Source: an optimization exercise on an open RTL-to-GDS flow (aim: small area, a short achievable clock period and few clock cycles per item). Production flows keep margins and buffers that such runs may drop. The RTL of this run was laid out without a check of its function. Power figures rest on the tool's default switching activity, not on a simulated workload.

==> flow/design.v <==
module curve_tangler (
    input  wire        clk,
    input  wire        rst,         
    input  wire        cmd_valid,
    output wire        cmd_ready,
    input  wire [1:0]  cmd_op,
    input  wire [63:0] cmd_arg,
    output wire        rsp_valid,
    input  wire        rsp_ready,
    output wire [63:0] rsp_data
);
    reg  valid;
    assign cmd_ready = ~valid | rsp_ready;
    assign rsp_valid = valid;
    wire hil = cmd_op[1];
    wire det = cmd_op[0];
    wire ent = hil & ~det;           
    wire [31:0] ax = cmd_arg[63:32];
    wire [31:0] ay = cmd_arg[31:0];
    wire [31:0] u, s, lm01, lm10, lv0, lv1;
    genvar k;
    generate for (k = 0; k < 32; k = k + 1) begin : g_leaf
        assign u[k]    = det ? cmd_arg[2*k+1] : ax[k];
        assign s[k]    = det ? cmd_arg[2*k] : (ax[k] ^ ay[k]);
        assign lm01[k] = ent & s[k];
        assign lm10[k] = ent & ~s[k];
        assign lv0[k]  = hil & s[k] & u[k];
        assign lv1[k]  = hil & ~(s[k] | u[k]);
    end endgenerate
    wire gmc_1;
    assign gmc_1 = (lv0[31] ^ (lm01[30] & lv1[31]) ^ lv0[30]);
    wire gmp_2;
    assign gmp_2 = ((lm10[30] & lv0[31]) ^ lv1[31] ^ lv1[30]);
    wire gm_3;
    assign gm_3 = ~((lm01[28] & lm10[29]));
    wire gm_4;
    assign gm_4 = (lm01[29] ^ lm01[28]);
    wire gm_5;
    assign gm_5 = (lm10[28] ^ lm10[29]);
    wire gm_6;
    assign gm_6 = ~((lm10[28] & lm01[29]));
    wire gm_7;
    assign gm_7 = (lv0[29] ^ (lm01[28] & lv1[29]) ^ lv0[28]);
    wire gm_8;
    assign gm_8 = ((lm10[28] & lv0[29]) ^ lv1[29] ^ lv1[28]);
    wire gmc_9;
    assign gmc_9 = ((gm_3 & gmc_1) ^ (gm_4 & gmp_2) ^ gm_7);
    wire gmp_10;
    assign gmp_10 = ((gm_5 & gmc_1) ^ (gm_6 & gmp_2) ^ gm_8);
    wire gm_11;
    assign gm_11 = ~((lm01[26] & lm10[27]));
    wire gm_12;
    assign gm_12 = (lm01[27] ^ lm01[26]);
    wire gm_13;
    assign gm_13 = (lm10[26] ^ lm10[27]);
    wire gm_14;
    assign gm_14 = ~((lm10[26] & lm01[27]));
    wire gm_15;
    assign gm_15 = (lv0[27] ^ (lm01[26] & lv1[27]) ^ lv0[26]);
    wire gm_16;
    assign gm_16 = ((lm10[26] & lv0[27]) ^ lv1[27] ^ lv1[26]);
    wire gm_17;
    assign gm_17 = ~((lm01[24] & lm10[25]));
    wire gm_18;
    assign gm_18 = (lm01[25] ^ lm01[24]);
    wire gm_19;
    assign gm_19 = (lm10[24] ^ lm10[25]);
    wire gm_20;
    assign gm_20 = ~((lm10[24] & lm01[25]));
    wire gm_21;
    assign gm_21 = (lv0[25] ^ (lm01[24] & lv1[25]) ^ lv0[24]);
    wire gm_22;
    assign gm_22 = ((lm10[24] & lv0[25]) ^ lv1[25] ^ lv1[24]);
    wire gm_23;
    assign gm_23 = ((gm_17 & gm_11) ^ (gm_18 & gm_13));
    wire gm_24;
    assign gm_24 = ((gm_17 & gm_12) ^ (gm_18 & gm_14));
    wire gm_25;
    assign gm_25 = ((gm_19 & gm_11) ^ (gm_20 & gm_13));
    wire gm_26;
    assign gm_26 = ((gm_19 & gm_12) ^ (gm_20 & gm_14));
    wire gm_27;
    assign gm_27 = ((gm_17 & gm_15) ^ (gm_18 & gm_16) ^ gm_21);
    wire gm_28;
    assign gm_28 = ((gm_19 & gm_15) ^ (gm_20 & gm_16) ^ gm_22);
    wire gm_29;
    assign gm_29 = ~((lm01[22] & lm10[23]));
    wire gm_30;
    assign gm_30 = (lm01[23] ^ lm01[22]);
    wire gm_31;
    assign gm_31 = (lm10[22] ^ lm10[23]);
    wire gm_32;
    assign gm_32 = ~((lm10[22] & lm01[23]));
    wire gm_33;
    assign gm_33 = (lv0[23] ^ (lm01[22] & lv1[23]) ^ lv0[22]);
    wire gm_34;
    assign gm_34 = ((lm10[22] & lv0[23]) ^ lv1[23] ^ lv1[22]);
    wire gm_35;
    assign gm_35 = ~((lm01[20] & lm10[21]));
    wire gm_36;
    assign gm_36 = (lm01[21] ^ lm01[20]);
    wire gm_37;
    assign gm_37 = (lm10[20] ^ lm10[21]);
    wire gm_38;
    assign gm_38 = ~((lm10[20] & lm01[21]));
    wire gm_39;
    assign gm_39 = (lv0[21] ^ (lm01[20] & lv1[21]) ^ lv0[20]);
    wire gm_40;
    assign gm_40 = ((lm10[20] & lv0[21]) ^ lv1[21] ^ lv1[20]);
    wire gm_41;
    assign gm_41 = ((gm_35 & gm_29) ^ (gm_36 & gm_31));
    wire gm_42;
    assign gm_42 = ((gm_35 & gm_30) ^ (gm_36 & gm_32));
    wire gm_43;
    assign gm_43 = ((gm_37 & gm_29) ^ (gm_38 & gm_31));
    wire gm_44;
    assign gm_44 = ((gm_37 & gm_30) ^ (gm_38 & gm_32));
    wire gm_45;
    assign gm_45 = ((gm_35 & gm_33) ^ (gm_36 & gm_34) ^ gm_39);
    wire gm_46;
    assign gm_46 = ((gm_37 & gm_33) ^ (gm_38 & gm_34) ^ gm_40);
    wire gm_47;
    assign gm_47 = ~((lm01[18] & lm10[19]));
    wire gm_48;
    assign gm_48 = (lm01[19] ^ lm01[18]);
    wire gm_49;
    assign gm_49 = (lm10[18] ^ lm10[19]);
    wire gm_50;
    assign gm_50 = ~((lm10[18] & lm01[19]));
    wire gm_51;
    assign gm_51 = (lv0[19] ^ (lm01[18] & lv1[19]) ^ lv0[18]);
    wire gm_52;
    assign gm_52 = ((lm10[18] & lv0[19]) ^ lv1[19] ^ lv1[18]);
    wire gm_53;
    assign gm_53 = ~((lm01[16] & lm10[17]));
    wire gm_54;
    assign gm_54 = (lm01[17] ^ lm01[16]);
    wire gm_55;
    assign gm_55 = (lm10[16] ^ lm10[17]);
    wire gm_56;
    assign gm_56 = ~((lm10[16] & lm01[17]));
    wire gm_57;
    assign gm_57 = (lv0[17] ^ (lm01[16] & lv1[17]) ^ lv0[16]);
    wire gm_58;
    assign gm_58 = ((lm10[16] & lv0[17]) ^ lv1[17] ^ lv1[16]);
    wire gm_59;
    assign gm_59 = ((gm_53 & gm_47) ^ (gm_54 & gm_49));
    wire gm_60;
    assign gm_60 = ((gm_53 & gm_48) ^ (gm_54 & gm_50));
    wire gm_61;
    assign gm_61 = ((gm_55 & gm_47) ^ (gm_56 & gm_49));
    wire gm_62;
    assign gm_62 = ((gm_55 & gm_48) ^ (gm_56 & gm_50));
    wire gm_63;
    assign gm_63 = ((gm_53 & gm_51) ^ (gm_54 & gm_52) ^ gm_57);
    wire gm_64;
    assign gm_64 = ((gm_55 & gm_51) ^ (gm_56 & gm_52) ^ gm_58);
    wire gm_65;
    assign gm_65 = ~((lm01[14] & lm10[15]));
    wire gm_66;
    assign gm_66 = (lm01[15] ^ lm01[14]);
    wire gm_67;
    assign gm_67 = (lm10[14] ^ lm10[15]);
    wire gm_68;
    assign gm_68 = ~((lm10[14] & lm01[15]));
    wire gm_69;
    assign gm_69 = (lv0[15] ^ (lm01[14] & lv1[15]) ^ lv0[14]);
    wire gm_70;
    assign gm_70 = ((lm10[14] & lv0[15]) ^ lv1[15] ^ lv1[14]);
    wire gm_71;
    assign gm_71 = ~((lm01[12] & lm10[13]));
    wire gm_72;
    assign gm_72 = (lm01[13] ^ lm01[12]);
    wire gm_73;
    assign gm_73 = (lm10[12] ^ lm10[13]);
    wire gm_74;
    assign gm_74 = ~((lm10[12] & lm01[13]));
    wire gm_75;
    assign gm_75 = (lv0[13] ^ (lm01[12] & lv1[13]) ^ lv0[12]);
    wire gm_76;
    assign gm_76 = ((lm10[12] & lv0[13]) ^ lv1[13] ^ lv1[12]);
    wire gm_77;
    assign gm_77 = ((gm_71 & gm_65) ^ (gm_72 & gm_67));
    wire gm_78;
    assign gm_78 = ((gm_71 & gm_66) ^ (gm_72 & gm_68));
    wire gm_79;
    assign gm_79 = ((gm_73 & gm_65) ^ (gm_74 & gm_67));
    wire gm_80;
    assign gm_80 = ((gm_73 & gm_66) ^ (gm_74 & gm_68));
    wire gm_81;
    assign gm_81 = ((gm_71 & gm_69) ^ (gm_72 & gm_70) ^ gm_75);
    wire gm_82;
    assign gm_82 = ((gm_73 & gm_69) ^ (gm_74 & gm_70) ^ gm_76);
    wire gm_83;
    assign gm_83 = ~((lm01[10] & lm10[11]));
    wire gm_84;
    assign gm_84 = (lm01[11] ^ lm01[10]);
    wire gm_85;
    assign gm_85 = (lm10[10] ^ lm10[11]);
    wire gm_86;
    assign gm_86 = ~((lm10[10] & lm01[11]));
    wire gm_87;
    assign gm_87 = (lv0[11] ^ (lm01[10] & lv1[11]) ^ lv0[10]);
    wire gm_88;
    assign gm_88 = ((lm10[10] & lv0[11]) ^ lv1[11] ^ lv1[10]);
    wire gm_89;
    assign gm_89 = ~((lm01[8] & lm10[9]));
    wire gm_90;
    assign gm_90 = (lm01[9] ^ lm01[8]);
    wire gm_91;
    assign gm_91 = (lm10[8] ^ lm10[9]);
    wire gm_92;
    assign gm_92 = ~((lm10[8] & lm01[9]));
    wire gm_93;
    assign gm_93 = (lv0[9] ^ (lm01[8] & lv1[9]) ^ lv0[8]);
    wire gm_94;
    assign gm_94 = ((lm10[8] & lv0[9]) ^ lv1[9] ^ lv1[8]);
    wire gm_95;
    assign gm_95 = ((gm_89 & gm_83) ^ (gm_90 & gm_85));
    wire gm_96;
    assign gm_96 = ((gm_89 & gm_84) ^ (gm_90 & gm_86));
    wire gm_97;
    assign gm_97 = ((gm_91 & gm_83) ^ (gm_92 & gm_85));
    wire gm_98;
    assign gm_98 = ((gm_91 & gm_84) ^ (gm_92 & gm_86));
    wire gm_99;
    assign gm_99 = ((gm_89 & gm_87) ^ (gm_90 & gm_88) ^ gm_93);
    wire gm_100;
    assign gm_100 = ((gm_91 & gm_87) ^ (gm_92 & gm_88) ^ gm_94);
    wire gm_101;
    assign gm_101 = ~((lm01[6] & lm10[7]));
    wire gm_102;
    assign gm_102 = (lm01[7] ^ lm01[6]);
    wire gm_103;
    assign gm_103 = (lm10[6] ^ lm10[7]);
    wire gm_104;
    assign gm_104 = ~((lm10[6] & lm01[7]));
    wire gm_105;
    assign gm_105 = (lv0[7] ^ (lm01[6] & lv1[7]) ^ lv0[6]);
    wire gm_106;
    assign gm_106 = ((lm10[6] & lv0[7]) ^ lv1[7] ^ lv1[6]);
    wire gm_107;
    assign gm_107 = ~((lm01[4] & lm10[5]));
    wire gm_108;
    assign gm_108 = (lm01[5] ^ lm01[4]);
    wire gm_109;
    assign gm_109 = (lm10[4] ^ lm10[5]);
    wire gm_110;
    assign gm_110 = ~((lm10[4] & lm01[5]));
    wire gm_111;
    assign gm_111 = (lv0[5] ^ (lm01[4] & lv1[5]) ^ lv0[4]);
    wire gm_112;
    assign gm_112 = ((lm10[4] & lv0[5]) ^ lv1[5] ^ lv1[4]);
    wire gm_113;
    assign gm_113 = ((gm_107 & gm_101) ^ (gm_108 & gm_103));
    wire gm_114;
    assign gm_114 = ((gm_107 & gm_102) ^ (gm_108 & gm_104));
    wire gm_115;
    assign gm_115 = ((gm_109 & gm_101) ^ (gm_110 & gm_103));
    wire gm_116;
    assign gm_116 = ((gm_109 & gm_102) ^ (gm_110 & gm_104));
    wire gm_117;
    assign gm_117 = ((gm_107 & gm_105) ^ (gm_108 & gm_106) ^ gm_111);
    wire gm_118;
    assign gm_118 = ((gm_109 & gm_105) ^ (gm_110 & gm_106) ^ gm_112);
    wire gm_119;
    assign gm_119 = ~((lm01[2] & lm10[3]));
    wire gm_120;
    assign gm_120 = (lm01[3] ^ lm01[2]);
    wire gm_121;
    assign gm_121 = (lm10[2] ^ lm10[3]);
    wire gm_122;
    assign gm_122 = ~((lm10[2] & lm01[3]));
    wire gm_123;
    assign gm_123 = (lv0[3] ^ (lm01[2] & lv1[3]) ^ lv0[2]);
    wire gm_124;
    assign gm_124 = ((lm10[2] & lv0[3]) ^ lv1[3] ^ lv1[2]);
    wire gm_125;
    assign gm_125 = ~((lm01[0] & lm10[1]));
    wire gm_126;
    assign gm_126 = (lm01[1] ^ lm01[0]);
    wire gm_127;
    assign gm_127 = (lm10[0] ^ lm10[1]);
    wire gm_128;
    assign gm_128 = ~((lm10[0] & lm01[1]));
    wire gm_129;
    assign gm_129 = (lv0[1] ^ (lm01[0] & lv1[1]) ^ lv0[0]);
    wire gm_130;
    assign gm_130 = ((lm10[0] & lv0[1]) ^ lv1[1] ^ lv1[0]);
    wire gm_131;
    assign gm_131 = ((gm_125 & gm_119) ^ (gm_126 & gm_121));
    wire gm_132;
    assign gm_132 = ((gm_125 & gm_120) ^ (gm_126 & gm_122));
    wire gm_133;
    assign gm_133 = ((gm_127 & gm_119) ^ (gm_128 & gm_121));
    wire gm_134;
    assign gm_134 = ((gm_127 & gm_120) ^ (gm_128 & gm_122));
    wire gm_135;
    assign gm_135 = ((gm_125 & gm_123) ^ (gm_126 & gm_124) ^ gm_129);
    wire gm_136;
    assign gm_136 = ((gm_127 & gm_123) ^ (gm_128 & gm_124) ^ gm_130);
    wire skc_137;
    assign skc_137 = ((gm_23 & gmc_9) ^ (gm_24 & gmp_10) ^ gm_27);
    wire skp_138;
    assign skp_138 = ((gm_25 & gmc_9) ^ (gm_26 & gmp_10) ^ gm_28);
    wire sk_139;
    assign sk_139 = ((gm_59 & gm_41) ^ (gm_60 & gm_43));
    wire sk_140;
    assign sk_140 = ((gm_59 & gm_42) ^ (gm_60 & gm_44));
    wire sk_141;
    assign sk_141 = ((gm_61 & gm_41) ^ (gm_62 & gm_43));
    wire sk_142;
    assign sk_142 = ((gm_61 & gm_42) ^ (gm_62 & gm_44));
    wire sk_143;
    assign sk_143 = ((gm_59 & gm_45) ^ (gm_60 & gm_46) ^ gm_63);
    wire sk_144;
    assign sk_144 = ((gm_61 & gm_45) ^ (gm_62 & gm_46) ^ gm_64);
    wire sk_145;
    assign sk_145 = ((gm_95 & gm_77) ^ (gm_96 & gm_79));
    wire sk_146;
    assign sk_146 = ((gm_95 & gm_78) ^ (gm_96 & gm_80));
    wire sk_147;
    assign sk_147 = ((gm_97 & gm_77) ^ (gm_98 & gm_79));
    wire sk_148;
    assign sk_148 = ((gm_97 & gm_78) ^ (gm_98 & gm_80));
    wire sk_149;
    assign sk_149 = ((gm_95 & gm_81) ^ (gm_96 & gm_82) ^ gm_99);
    wire sk_150;
    assign sk_150 = ((gm_97 & gm_81) ^ (gm_98 & gm_82) ^ gm_100);
    wire sk_151;
    assign sk_151 = ((gm_131 & gm_113) ^ (gm_132 & gm_115));
    wire sk_152;
    assign sk_152 = ((gm_131 & gm_114) ^ (gm_132 & gm_116));
    wire sk_153;
    assign sk_153 = ((gm_133 & gm_113) ^ (gm_134 & gm_115));
    wire sk_154;
    assign sk_154 = ((gm_133 & gm_114) ^ (gm_134 & gm_116));
    wire sk_155;
    assign sk_155 = ((gm_131 & gm_117) ^ (gm_132 & gm_118) ^ gm_135);
    wire sk_156;
    assign sk_156 = ((gm_133 & gm_117) ^ (gm_134 & gm_118) ^ gm_136);
    wire skc_157;
    assign skc_157 = ((gm_41 & skc_137) ^ (gm_42 & skp_138) ^ gm_45);
    wire skp_158;
    assign skp_158 = ((gm_43 & skc_137) ^ (gm_44 & skp_138) ^ gm_46);
    wire skc_159;
    assign skc_159 = ((sk_139 & skc_137) ^ (sk_140 & skp_138) ^ sk_143);
    wire skp_160;
    assign skp_160 = ((sk_141 & skc_137) ^ (sk_142 & skp_138) ^ sk_144);
    wire sk_161;
    assign sk_161 = ((gm_113 & sk_145) ^ (gm_114 & sk_147));
    wire sk_162;
    assign sk_162 = ((gm_113 & sk_146) ^ (gm_114 & sk_148));
    wire sk_163;
    assign sk_163 = ((gm_115 & sk_145) ^ (gm_116 & sk_147));
    wire sk_164;
    assign sk_164 = ((gm_115 & sk_146) ^ (gm_116 & sk_148));
    wire sk_165;
    assign sk_165 = ((gm_113 & sk_149) ^ (gm_114 & sk_150) ^ gm_117);
    wire sk_166;
    assign sk_166 = ((gm_115 & sk_149) ^ (gm_116 & sk_150) ^ gm_118);
    wire sk_167;
    assign sk_167 = ((sk_151 & sk_145) ^ (sk_152 & sk_147));
    wire sk_168;
    assign sk_168 = ((sk_151 & sk_146) ^ (sk_152 & sk_148));
    wire sk_169;
    assign sk_169 = ((sk_153 & sk_145) ^ (sk_154 & sk_147));
    wire sk_170;
    assign sk_170 = ((sk_153 & sk_146) ^ (sk_154 & sk_148));
    wire sk_171;
    assign sk_171 = ((sk_151 & sk_149) ^ (sk_152 & sk_150) ^ sk_155);
    wire sk_172;
    assign sk_172 = ((sk_153 & sk_149) ^ (sk_154 & sk_150) ^ sk_156);
    wire skc_173;
    assign skc_173 = ((gm_77 & skc_159) ^ (gm_78 & skp_160) ^ gm_81);
    wire skp_174;
    assign skp_174 = ((gm_79 & skc_159) ^ (gm_80 & skp_160) ^ gm_82);
    wire skc_175;
    assign skc_175 = ((sk_145 & skc_159) ^ (sk_146 & skp_160) ^ sk_149);
    wire skp_176;
    assign skp_176 = ((sk_147 & skc_159) ^ (sk_148 & skp_160) ^ sk_150);
    wire skc_177;
    assign skc_177 = ((sk_161 & skc_159) ^ (sk_162 & skp_160) ^ sk_165);
    wire skp_178;
    assign skp_178 = ((sk_163 & skc_159) ^ (sk_164 & skp_160) ^ sk_166);
    wire skc_179;
    assign skc_179 = ((sk_167 & skc_159) ^ (sk_168 & skp_160) ^ sk_171);
    wire skp_180;
    assign skp_180 = ((sk_169 & skc_159) ^ (sk_170 & skp_160) ^ sk_172);
    wire [6:0] n_c, n_p;
    assign n_c[6] = gmc_9;
    assign n_p[6] = gmp_10;
    assign n_c[5] = skc_137;
    assign n_p[5] = skp_138;
    assign n_c[4] = skc_157;
    assign n_p[4] = skp_158;
    assign n_c[3] = skc_159;
    assign n_p[3] = skp_160;
    assign n_c[2] = skc_173;
    assign n_p[2] = skp_174;
    assign n_c[1] = skc_175;
    assign n_p[1] = skp_176;
    assign n_c[0] = skc_177;
    assign n_p[0] = skp_178;
    wire [31:0] tau;
    assign tau[31] = 1'b0;
    wire tq_181;
    assign tq_181 = (s[30] ? lv1[31] : lv0[31]);
    assign tau[30] = tq_181;
    wire lwc_182;
    assign lwc_182 = (lv0[31] ^ (lm01[30] & lv1[31]) ^ lv0[30]);
    wire lwp_183;
    assign lwp_183 = ((lm10[30] & lv0[31]) ^ lv1[31] ^ lv1[30]);
    wire tq_184;
    assign tq_184 = (s[29] ? lwp_183 : lwc_182);
    assign tau[29] = tq_184;
    wire lwc_185;
    assign lwc_185 = (lwc_182 ^ (lm01[29] & lwp_183) ^ lv0[29]);
    wire lwp_186;
    assign lwp_186 = ((lm10[29] & lwc_182) ^ lwp_183 ^ lv1[29]);
    wire tq_187;
    assign tq_187 = (s[28] ? lwp_186 : lwc_185);
    assign tau[28] = tq_187;
    assign tau[27] = 1'b0;
    wire tq_188;
    assign tq_188 = (s[26] ? lv1[27] : lv0[27]);
    assign tau[26] = tq_188;
    wire lwc_189;
    assign lwc_189 = (lv0[27] ^ (lm01[26] & lv1[27]) ^ lv0[26]);
    wire lwp_190;
    assign lwp_190 = ((lm10[26] & lv0[27]) ^ lv1[27] ^ lv1[26]);
    wire tq_191;
    assign tq_191 = (s[25] ? lwp_190 : lwc_189);
    assign tau[25] = tq_191;
    wire lwc_192;
    assign lwc_192 = (lwc_189 ^ (lm01[25] & lwp_190) ^ lv0[25]);
    wire lwp_193;
    assign lwp_193 = ((lm10[25] & lwc_189) ^ lwp_190 ^ lv1[25]);
    wire tq_194;
    assign tq_194 = (s[24] ? lwp_193 : lwc_192);
    assign tau[24] = tq_194;
    assign tau[23] = 1'b0;
    wire tq_195;
    assign tq_195 = (s[22] ? lv1[23] : lv0[23]);
    assign tau[22] = tq_195;
    wire lwc_196;
    assign lwc_196 = (lv0[23] ^ (lm01[22] & lv1[23]) ^ lv0[22]);
    wire lwp_197;
    assign lwp_197 = ((lm10[22] & lv0[23]) ^ lv1[23] ^ lv1[22]);
    wire tq_198;
    assign tq_198 = (s[21] ? lwp_197 : lwc_196);
    assign tau[21] = tq_198;
    wire lwc_199;
    assign lwc_199 = (lwc_196 ^ (lm01[21] & lwp_197) ^ lv0[21]);
    wire lwp_200;
    assign lwp_200 = ((lm10[21] & lwc_196) ^ lwp_197 ^ lv1[21]);
    wire tq_201;
    assign tq_201 = (s[20] ? lwp_200 : lwc_199);
    assign tau[20] = tq_201;
    assign tau[19] = 1'b0;
    wire tq_202;
    assign tq_202 = (s[18] ? lv1[19] : lv0[19]);
    assign tau[18] = tq_202;
    wire lwc_203;
    assign lwc_203 = (lv0[19] ^ (lm01[18] & lv1[19]) ^ lv0[18]);
    wire lwp_204;
    assign lwp_204 = ((lm10[18] & lv0[19]) ^ lv1[19] ^ lv1[18]);
    wire tq_205;
    assign tq_205 = (s[17] ? lwp_204 : lwc_203);
    assign tau[17] = tq_205;
    wire lwc_206;
    assign lwc_206 = (lwc_203 ^ (lm01[17] & lwp_204) ^ lv0[17]);
    wire lwp_207;
    assign lwp_207 = ((lm10[17] & lwc_203) ^ lwp_204 ^ lv1[17]);
    wire tq_208;
    assign tq_208 = (s[16] ? lwp_207 : lwc_206);
    assign tau[16] = tq_208;
    assign tau[15] = 1'b0;
    wire tq_209;
    assign tq_209 = (s[14] ? lv1[15] : lv0[15]);
    assign tau[14] = tq_209;
    wire lwc_210;
    assign lwc_210 = (lv0[15] ^ (lm01[14] & lv1[15]) ^ lv0[14]);
    wire lwp_211;
    assign lwp_211 = ((lm10[14] & lv0[15]) ^ lv1[15] ^ lv1[14]);
    wire tq_212;
    assign tq_212 = (s[13] ? lwp_211 : lwc_210);
    assign tau[13] = tq_212;
    wire lwc_213;
    assign lwc_213 = (lwc_210 ^ (lm01[13] & lwp_211) ^ lv0[13]);
    wire lwp_214;
    assign lwp_214 = ((lm10[13] & lwc_210) ^ lwp_211 ^ lv1[13]);
    wire tq_215;
    assign tq_215 = (s[12] ? lwp_214 : lwc_213);
    assign tau[12] = tq_215;
    assign tau[11] = 1'b0;
    wire tq_216;
    assign tq_216 = (s[10] ? lv1[11] : lv0[11]);
    assign tau[10] = tq_216;
    wire lwc_217;
    assign lwc_217 = (lv0[11] ^ (lm01[10] & lv1[11]) ^ lv0[10]);
    wire lwp_218;
    assign lwp_218 = ((lm10[10] & lv0[11]) ^ lv1[11] ^ lv1[10]);
    wire tq_219;
    assign tq_219 = (s[9] ? lwp_218 : lwc_217);
    assign tau[9] = tq_219;
    wire lwc_220;
    assign lwc_220 = (lwc_217 ^ (lm01[9] & lwp_218) ^ lv0[9]);
    wire lwp_221;
    assign lwp_221 = ((lm10[9] & lwc_217) ^ lwp_218 ^ lv1[9]);
    wire tq_222;
    assign tq_222 = (s[8] ? lwp_221 : lwc_220);
    assign tau[8] = tq_222;
    assign tau[7] = 1'b0;
    wire tq_223;
    assign tq_223 = (s[6] ? lv1[7] : lv0[7]);
    assign tau[6] = tq_223;
    wire lwc_224;
    assign lwc_224 = (lv0[7] ^ (lm01[6] & lv1[7]) ^ lv0[6]);
    wire lwp_225;
    assign lwp_225 = ((lm10[6] & lv0[7]) ^ lv1[7] ^ lv1[6]);
    wire tq_226;
    assign tq_226 = (s[5] ? lwp_225 : lwc_224);
    assign tau[5] = tq_226;
    wire lwc_227;
    assign lwc_227 = (lwc_224 ^ (lm01[5] & lwp_225) ^ lv0[5]);
    wire lwp_228;
    assign lwp_228 = ((lm10[5] & lwc_224) ^ lwp_225 ^ lv1[5]);
    wire tq_229;
    assign tq_229 = (s[4] ? lwp_228 : lwc_227);
    assign tau[4] = tq_229;
    assign tau[3] = 1'b0;
    wire tq_230;
    assign tq_230 = (s[2] ? lv1[3] : lv0[3]);
    assign tau[2] = tq_230;
    wire lwc_231;
    assign lwc_231 = (lv0[3] ^ (lm01[2] & lv1[3]) ^ lv0[2]);
    wire lwp_232;
    assign lwp_232 = ((lm10[2] & lv0[3]) ^ lv1[3] ^ lv1[2]);
    wire tq_233;
    assign tq_233 = (s[1] ? lwp_232 : lwc_231);
    assign tau[1] = tq_233;
    wire lwc_234;
    assign lwc_234 = (lwc_231 ^ (lm01[1] & lwp_232) ^ lv0[1]);
    wire lwp_235;
    assign lwp_235 = ((lm10[1] & lwc_231) ^ lwp_232 ^ lv1[1]);
    wire tq_236;
    assign tq_236 = (s[0] ? lwp_235 : lwc_234);
    assign tau[0] = tq_236;
    wire [31:0] n_o, n_m;
    generate for (k = 0; k < 32; k = k + 1) begin : g_pre
        assign n_o[k] = hil ? (u[k] ^ tau[k]) : (det ? cmd_arg[2*k] : ay[k]);
        assign n_m[k] = hil ? s[k] : (det ? (cmd_arg[2*k+1] ^ cmd_arg[2*k]) : ax[k]);
    end endgenerate
    reg         r_ent, r_det;
    reg  [31:0] r_o, r_m;
    reg  [6:0] r_c, r_p;
    always @(posedge clk) begin
        if (rst)
            valid <= 1'b0;
        else if (cmd_ready)
            valid <= cmd_valid;
        if (cmd_ready) begin
            r_ent <= ent;
            r_det <= det;
            r_o   <= n_o;
            r_m   <= n_m;
            r_c   <= n_c;
            r_p   <= n_p;
        end
    end
    wire [31:0] fo;
    assign fo[31] = r_o[31];
    assign fo[30] = r_o[30];
    assign fo[29] = r_o[29];
    assign fo[28] = r_o[28];
    wire qq_237;
    assign qq_237 = (r_m[27] ? r_p[6] : r_c[6]);
    assign fo[27] = r_o[27] ^ qq_237;
    wire lw_238;
    assign lw_238 = (r_c[6] ^ (r_ent & r_m[27] & r_p[6]));
    wire lw_239;
    assign lw_239 = (r_p[6] ^ (r_ent & ~r_m[27] & r_c[6]));
    wire qq_240;
    assign qq_240 = (r_m[26] ? lw_239 : lw_238);
    assign fo[26] = r_o[26] ^ qq_240;
    wire lw_241;
    assign lw_241 = (lw_238 ^ (r_ent & r_m[26] & lw_239));
    wire lw_242;
    assign lw_242 = (lw_239 ^ (r_ent & ~r_m[26] & lw_238));
    wire qq_243;
    assign qq_243 = (r_m[25] ? lw_242 : lw_241);
    assign fo[25] = r_o[25] ^ qq_243;
    wire lw_244;
    assign lw_244 = (lw_241 ^ (r_ent & r_m[25] & lw_242));
    wire lw_245;
    assign lw_245 = (lw_242 ^ (r_ent & ~r_m[25] & lw_241));
    wire qq_246;
    assign qq_246 = (r_m[24] ? lw_245 : lw_244);
    assign fo[24] = r_o[24] ^ qq_246;
    wire qq_247;
    assign qq_247 = (r_m[23] ? r_p[5] : r_c[5]);
    assign fo[23] = r_o[23] ^ qq_247;
    wire lw_248;
    assign lw_248 = (r_c[5] ^ (r_ent & r_m[23] & r_p[5]));
    wire lw_249;
    assign lw_249 = (r_p[5] ^ (r_ent & ~r_m[23] & r_c[5]));
    wire qq_250;
    assign qq_250 = (r_m[22] ? lw_249 : lw_248);
    assign fo[22] = r_o[22] ^ qq_250;
    wire lw_251;
    assign lw_251 = (lw_248 ^ (r_ent & r_m[22] & lw_249));
    wire lw_252;
    assign lw_252 = (lw_249 ^ (r_ent & ~r_m[22] & lw_248));
    wire qq_253;
    assign qq_253 = (r_m[21] ? lw_252 : lw_251);
    assign fo[21] = r_o[21] ^ qq_253;
    wire lw_254;
    assign lw_254 = (lw_251 ^ (r_ent & r_m[21] & lw_252));
    wire lw_255;
    assign lw_255 = (lw_252 ^ (r_ent & ~r_m[21] & lw_251));
    wire qq_256;
    assign qq_256 = (r_m[20] ? lw_255 : lw_254);
    assign fo[20] = r_o[20] ^ qq_256;
    wire qq_257;
    assign qq_257 = (r_m[19] ? r_p[4] : r_c[4]);
    assign fo[19] = r_o[19] ^ qq_257;
    wire lw_258;
    assign lw_258 = (r_c[4] ^ (r_ent & r_m[19] & r_p[4]));
    wire lw_259;
    assign lw_259 = (r_p[4] ^ (r_ent & ~r_m[19] & r_c[4]));
    wire qq_260;
    assign qq_260 = (r_m[18] ? lw_259 : lw_258);
    assign fo[18] = r_o[18] ^ qq_260;
    wire lw_261;
    assign lw_261 = (lw_258 ^ (r_ent & r_m[18] & lw_259));
    wire lw_262;
    assign lw_262 = (lw_259 ^ (r_ent & ~r_m[18] & lw_258));
    wire qq_263;
    assign qq_263 = (r_m[17] ? lw_262 : lw_261);
    assign fo[17] = r_o[17] ^ qq_263;
    wire lw_264;
    assign lw_264 = (lw_261 ^ (r_ent & r_m[17] & lw_262));
    wire lw_265;
    assign lw_265 = (lw_262 ^ (r_ent & ~r_m[17] & lw_261));
    wire qq_266;
    assign qq_266 = (r_m[16] ? lw_265 : lw_264);
    assign fo[16] = r_o[16] ^ qq_266;
    wire qq_267;
    assign qq_267 = (r_m[15] ? r_p[3] : r_c[3]);
    assign fo[15] = r_o[15] ^ qq_267;
    wire lw_268;
    assign lw_268 = (r_c[3] ^ (r_ent & r_m[15] & r_p[3]));
    wire lw_269;
    assign lw_269 = (r_p[3] ^ (r_ent & ~r_m[15] & r_c[3]));
    wire qq_270;
    assign qq_270 = (r_m[14] ? lw_269 : lw_268);
    assign fo[14] = r_o[14] ^ qq_270;
    wire lw_271;
    assign lw_271 = (lw_268 ^ (r_ent & r_m[14] & lw_269));
    wire lw_272;
    assign lw_272 = (lw_269 ^ (r_ent & ~r_m[14] & lw_268));
    wire qq_273;
    assign qq_273 = (r_m[13] ? lw_272 : lw_271);
    assign fo[13] = r_o[13] ^ qq_273;
    wire lw_274;
    assign lw_274 = (lw_271 ^ (r_ent & r_m[13] & lw_272));
    wire lw_275;
    assign lw_275 = (lw_272 ^ (r_ent & ~r_m[13] & lw_271));
    wire qq_276;
    assign qq_276 = (r_m[12] ? lw_275 : lw_274);
    assign fo[12] = r_o[12] ^ qq_276;
    wire qq_277;
    assign qq_277 = (r_m[11] ? r_p[2] : r_c[2]);
    assign fo[11] = r_o[11] ^ qq_277;
    wire lw_278;
    assign lw_278 = (r_c[2] ^ (r_ent & r_m[11] & r_p[2]));
    wire lw_279;
    assign lw_279 = (r_p[2] ^ (r_ent & ~r_m[11] & r_c[2]));
    wire qq_280;
    assign qq_280 = (r_m[10] ? lw_279 : lw_278);
    assign fo[10] = r_o[10] ^ qq_280;
    wire lw_281;
    assign lw_281 = (lw_278 ^ (r_ent & r_m[10] & lw_279));
    wire lw_282;
    assign lw_282 = (lw_279 ^ (r_ent & ~r_m[10] & lw_278));
    wire qq_283;
    assign qq_283 = (r_m[9] ? lw_282 : lw_281);
    assign fo[9] = r_o[9] ^ qq_283;
    wire lw_284;
    assign lw_284 = (lw_281 ^ (r_ent & r_m[9] & lw_282));
    wire lw_285;
    assign lw_285 = (lw_282 ^ (r_ent & ~r_m[9] & lw_281));
    wire qq_286;
    assign qq_286 = (r_m[8] ? lw_285 : lw_284);
    assign fo[8] = r_o[8] ^ qq_286;
    wire qq_287;
    assign qq_287 = (r_m[7] ? r_p[1] : r_c[1]);
    assign fo[7] = r_o[7] ^ qq_287;
    wire lw_288;
    assign lw_288 = (r_c[1] ^ (r_ent & r_m[7] & r_p[1]));
    wire lw_289;
    assign lw_289 = (r_p[1] ^ (r_ent & ~r_m[7] & r_c[1]));
    wire qq_290;
    assign qq_290 = (r_m[6] ? lw_289 : lw_288);
    assign fo[6] = r_o[6] ^ qq_290;
    wire lw_291;
    assign lw_291 = (lw_288 ^ (r_ent & r_m[6] & lw_289));
    wire lw_292;
    assign lw_292 = (lw_289 ^ (r_ent & ~r_m[6] & lw_288));
    wire qq_293;
    assign qq_293 = (r_m[5] ? lw_292 : lw_291);
    assign fo[5] = r_o[5] ^ qq_293;
    wire lw_294;
    assign lw_294 = (lw_291 ^ (r_ent & r_m[5] & lw_292));
    wire lw_295;
    assign lw_295 = (lw_292 ^ (r_ent & ~r_m[5] & lw_291));
    wire qq_296;
    assign qq_296 = (r_m[4] ? lw_295 : lw_294);
    assign fo[4] = r_o[4] ^ qq_296;
    wire qq_297;
    assign qq_297 = (r_m[3] ? r_p[0] : r_c[0]);
    assign fo[3] = r_o[3] ^ qq_297;
    wire lw_298;
    assign lw_298 = (r_c[0] ^ (r_ent & r_m[3] & r_p[0]));
    wire lw_299;
    assign lw_299 = (r_p[0] ^ (r_ent & ~r_m[3] & r_c[0]));
    wire qq_300;
    assign qq_300 = (r_m[2] ? lw_299 : lw_298);
    assign fo[2] = r_o[2] ^ qq_300;
    wire lw_301;
    assign lw_301 = (lw_298 ^ (r_ent & r_m[2] & lw_299));
    wire lw_302;
    assign lw_302 = (lw_299 ^ (r_ent & ~r_m[2] & lw_298));
    wire qq_303;
    assign qq_303 = (r_m[1] ? lw_302 : lw_301);
    assign fo[1] = r_o[1] ^ qq_303;
    wire lw_304;
    assign lw_304 = (lw_301 ^ (r_ent & r_m[1] & lw_302));
    wire lw_305;
    assign lw_305 = (lw_302 ^ (r_ent & ~r_m[1] & lw_301));
    wire qq_306;
    assign qq_306 = (r_m[0] ? lw_305 : lw_304);
    assign fo[0] = r_o[0] ^ qq_306;
    wire [63:0] ent_res, det_res;
    generate for (k = 0; k < 32; k = k + 1) begin : g_res
        assign ent_res[2*k+1] = fo[k];
        assign ent_res[2*k]   = r_m[k];
        assign det_res[32+k]  = fo[k];
        assign det_res[k]     = fo[k] ^ r_m[k];
    end endgenerate
    assign rsp_data = r_det ? det_res : ent_res;
endmodule
==> flow/flow/run.sh <==
#!/bin/bash
# The standard layout, with these changes to how it is made:
#  - if flow/abc_area.script exists, ABC maps the logic with it
#  - the setup repair aims at the slack margin in flow/margin.txt
#  - the port buffers are sky130_fd_sc_hd__buf_1
# Registers, constraints and clock period are those of the standard flow.
set -euo pipefail
MARGIN=$(cat flow/margin.txt)
rm -rf scripts_x
cp -r "$FLOW_HOME/scripts" scripts_x
if [[ -f flow/abc_area.script ]]; then
  cp flow/abc_area.script scripts_x/abc_area.script
fi
bash standard.sh "SCRIPTS_DIR=$PWD/scripts_x" "SETUP_SLACK_MARGIN=$MARGIN" \
  "BUFFER_PORTS_ARGS=-buffer_cell sky130_fd_sc_hd__buf_1" finish > flow_make.log 2>&1
==> flow/flow/margin.txt <==
4.95
==> flow/standard.sh <==
#!/bin/bash
# synth_recipe.tcl (not shown) runs the flow's synth.tcl, then flattens the netlist and writes it again
# the make line also repeats each setting of config.mk as NAME=value (left out here)
make -C /OpenROAD-flow-scripts/flow DESIGN_CONFIG=/design/flow/config.mk WORK_HOME=/design/flow/orfs CLKGATE_MAP_FILE= SYNTH_SCRIPT=/design/flow/synth_recipe.tcl "${@:-finish}"
==> flow/config.mk <==
export PLATFORM = sky130hd
export DESIGN_NAME = curve_tangler
export DESIGN_NICKNAME = curve_tangler
export VERILOG_FILES = /design/flow/design.v
export SDC_FILE = /design/flow/constraint.sdc
export NUM_CORES = 4
export LEC_CHECK = 0
export ABC_AREA = 1
export CAP_MARGIN = 20
export CORE_MARGIN = 2
export CORE_UTILIZATION = 40
export GPL_ROUTABILITY_DRIVEN = 1
export GPL_TIMING_DRIVEN = 1
export PLACE_DENSITY = 0.6
export SLEW_MARGIN = 20
==> flow/constraint.sdc <==
create_clock -name core_clock -period 10.0 [get_ports {clk}]
set_input_delay 2.0000 -clock core_clock [delete_from_list [all_inputs] [get_ports {clk}]]
set_output_delay 2.0000 -clock core_clock [all_outputs]
set_load 0.01 [all_outputs]
==> summary.txt <==
Layout
  – Share of cells above drive strength 1: 10.8%
  – Post-layout nets: 2158
  – Final instance area: 13600 um^2
  – Ant. Diodes: 0
  – Area grow syn2layout: 15.6%

Floorplan
  – Core area: 28800 um^2
  – # rows: 62
  – Initial Util: 40.8%
  – Die X-Extent: 175 um
  – Die footprint: 30700 um^2
  – # IOs: 136
  – Die height: 175 um

Synthesis
  – Yosys reg bits: 81
  – Cell count after synthesis: 1961
  – Post-synthesis sequential area ratio: 20.6%
  – Number of flops mapped to enable cells by yosys: 80
  – Synthesized area per cell: 5.98 um^2
  – Largest area contributor in the synthesized netlist: nand2_1
  – Number of library cell types mapped by synthesis: 54
  – Post-synth top area share: 20.6%
  – Syn_nets: 2031
  – Ys flop type: edfxtp_1
  – Post-synth top cells: nand2_1 (644), inv_1 (238), nand3_1 (170)
  – Count leader, synth: nand2_1
  – Synthesized cell area: 11700 um^2
  – Synth async-reset ratio: 0%
  – Top cells by area, synth: nand2_1 (21%), edfxtp_1 (20%), inv_1 (7.6%)
  – Ys Warns: 1

STA
  – Crit path time final: 5000 ps
  – Fmax: 0.200 GHz
  – Setup Viol. Count Final: 0
  – Relative slew slack: 37.1%
  – Period utilization: 50.0%
  – Setup TNS: 0 ps
  – Final hold violation count: 0
  – Unrepaired setup endpoints after global routing: yes
  – Setup skew after layout: 9.81 ps
  – Worst slew pin tran: 943 ps
  – Slew Limit Fails: 0
  – PnR worst setup slack: 5000 ps

GRT
  – Total GRT Usage: 25.4%
  – GRT overflow: 0
  – Initial antenna violation count: 2
  – Largest net degree at the start of global routing: 82
  – Vias in the first global route: 11301
  – Global-route wire length before repair: 61400 um

Setup path
  – CP max stage cell: edfxtp_1
  – Critical Path Max Stage Delay: 450 ps
  – Cell mode on critical path: xor2_2
  – Setup CP Type: flip-flop to output pin
  – CP Max Fanout: 8
  – CP cell instances: inv_2 > buf_12 > nor2_2 > xnor2_2 > nand3b_1 > xor2_2 > inv_1 > nor3_2 > xnor2_1 > nand2_1 > o21ai_2 > xor2_2 > xor2_1 > o21ai_1 > clkbuf_2
  – Delay-heaviest family, CP: XOR/XNOR gates
  – CP required: 8000 ps
  – Critical path arrival: 3000 ps
  – Crit start category: flip-flop
  – Worst path bufs/invs: 4
  – CP endpoint kind: output pin

CTS
  – Bufs on Longest Clock Path: 2
  – Worst skew pair latency: 340 ps
  – Clk root buf: clkbuf_16
  – TritonCTS clock tree: yes
  – Clock Pin Slew Worst Setup and Hold Paths: 70 ps
  – TritonCTS Buffers: 9
  – H-Tree Depth: 3
  – Clock sink count: 81

Place
  – Port Buffers: 135
  – Post-place instance area: 12400 um^2
  – Pre-CTS WS: 3870 ps
  – Post-detail-place hpwl: 31600 um
  – GPL Wtd Cong: 0.910

Detailed routing
  – Number of remaining DRC errors: 0
  – Detailed-route wire length per cell: 16.4 um
  – Drt initial violations: 1167
  – Final WL: 40600 um
  – Final ANT Viol Nets: 0
  – Vias: 12917
  – Vias/cell: 5.21
  – Detailed Routing Iterations Pass 1: 5

Job
  – Max-cap violations: 0

Power and ir drop
  – Max IR drop VDD: 0.0000682 V
  – Power, Total: 2.31 mW
  – Leakage: 6.68 nW
  – Power per Cell Area: 171 nW/um^2

Min path
  – Hold Crit Class: flip-flop to flip-flop

Run status
  – Outcome: no timing/DRC/antenna violations
## metal layers
layer	global-route usage, %	part of all wire (%)
met3	1.82	5.8
met2	40.4	45
met5	0	0
met4	6.25	2.3
met1	37.4	47
## logic make-up (layout without fill, tap and decap cells)
logic type / Yosys count / after routing / share of synthesized area, %
mux: 10 / 10 / 0.853
xor+xnor: 170 / 170 / 13.3
compound gates: 286 / 286 / 13.7
buf+inv: 331 / 463 / 11.5
simple gates: 1083 / 1083 / 39.9
flops: 81 / 81 / 20.6
## registers in the layout, indices dropped and copies added (netlist names)
signal / flops
r_c: 7
r_det: 1
r_ent: 1
r_m: 32
r_o: 32
r_p: 7
valid: 1
## what timing repair did
| action | CTS | global route |
|---|---|---|
| hold buffers | 0 | 0 |
| gates cloned | 1 | 6 |
| setup endpoints to repair | 45 | 30 |
| buffers inserted | 7 | 22 |
| resized for setup | 24 | 74 |
| pin swaps | 6 | 18 |
## path summary, 6_finish.rpt
| path | from | to | slack (ps) | cells past startpoint |
|---|---|---|---|---|
| max | r_ent$_DFFE_PP_ | rsp_data[12] | 5000 | 15 |
| min | valid$_SDFFE_PP0P_ | valid$_SDFFE_PP0P_ | 610 | 2 |
| max reg2reg | valid$_SDFFE_PP0P_ | r_m[3]$_DFFE_PP_ | 8330 | 2 |
| min reg2reg | valid$_SDFFE_PP0P_ | valid$_SDFFE_PP0P_ | 610 | 2 |
## placed cells by master (no fill, tap or decap), types with 13 or more instances in the layout
cell	Yosys	final
a21oi_1	45	44
clkbuf_16	0	13
o22ai_1	15	14
nor2_2	8	14
nor2_1	141	134
xor2_2	9	20
nand2_1	644	638
nand3_2	15	15
nand3_1	170	170
nand2_2	32	37
buf_4	8	29
inv_2	24	24
edfxtp_1	80	80
xnor2_1	62	56
nand4_1	14	14
inv_1	238	237
buf_1	7	123
nor3_1	33	29
o21ai_1	18	26
o21ai_0	154	145
xor2_1	98	87
## worst register-to-register path, delay by kind of cell (launching register included)
kind / cells / cell delay (ps)
buf+inv: 1 / 710
simple gates: 1 / 150
flops: 1 / 330
## where the power goes
group | internal, mW | switching [mW] | total [mW]
clock | 0.246 | 0.141 | 0.387
sequential | 0.459 | 0.0669 | 0.526
combinational | 0.506 | 0.895 | 1.40
## stage by stage
stage               hold WS (ps)  instances  utilization, %
finish                       608       2477            47.1
detailed placement           606       2425            43.2
global route                 667       2477            47.1
global placement             593       2425            43.2
floorplan                   1520       1961               -
CTS                          616       2449            45.1
## area by class of cell
| cell class | count | area (um^2) |
|---|---|---|
| inverters | 268 | 1050 |
| repair inverters | 2 | 22.5 |
| flip-flops and latches | 81 | 2420 |
| fillers | 3067 | 15200 |
| clock buffers | 10 | 229 |
| clock inverters | 6 | 116 |
| repair buffers | 177 | 1070 |
| well taps | 384 | 480 |
| multi-input cells | 1549 | 8160 |

## what the ideal ports hide
The flow's constraints put no driver on any port. The routed layout listed below was extracted and timed again, unchanged, in two steps.
Step 1 assumes that a clkbuf_16 drives the clock port and a buf_2 every other input.
Step 2 adds t to the input delays and takes it off the output delays; t is the mean of the earliest and latest rising clock arrival at the registers after step 1. Input paths then give back, and output paths get back, about the clock's delay inside the block.
Slacks: ideal / step 1 / step 2; pairs: ideal / step 1.
shift t [ns]: 0.382
slack for setup (ns): 4.997 / 4.951 / 4.728
hold slack, ns: 0.608 / 0.608 / 0.608
worst data-port slew with drivers (ns): 0.16
After both steps setup and hold are still met in this run. The setup slack of this run moves by -0.046 ns with the drivers and by -0.269 ns with both steps.
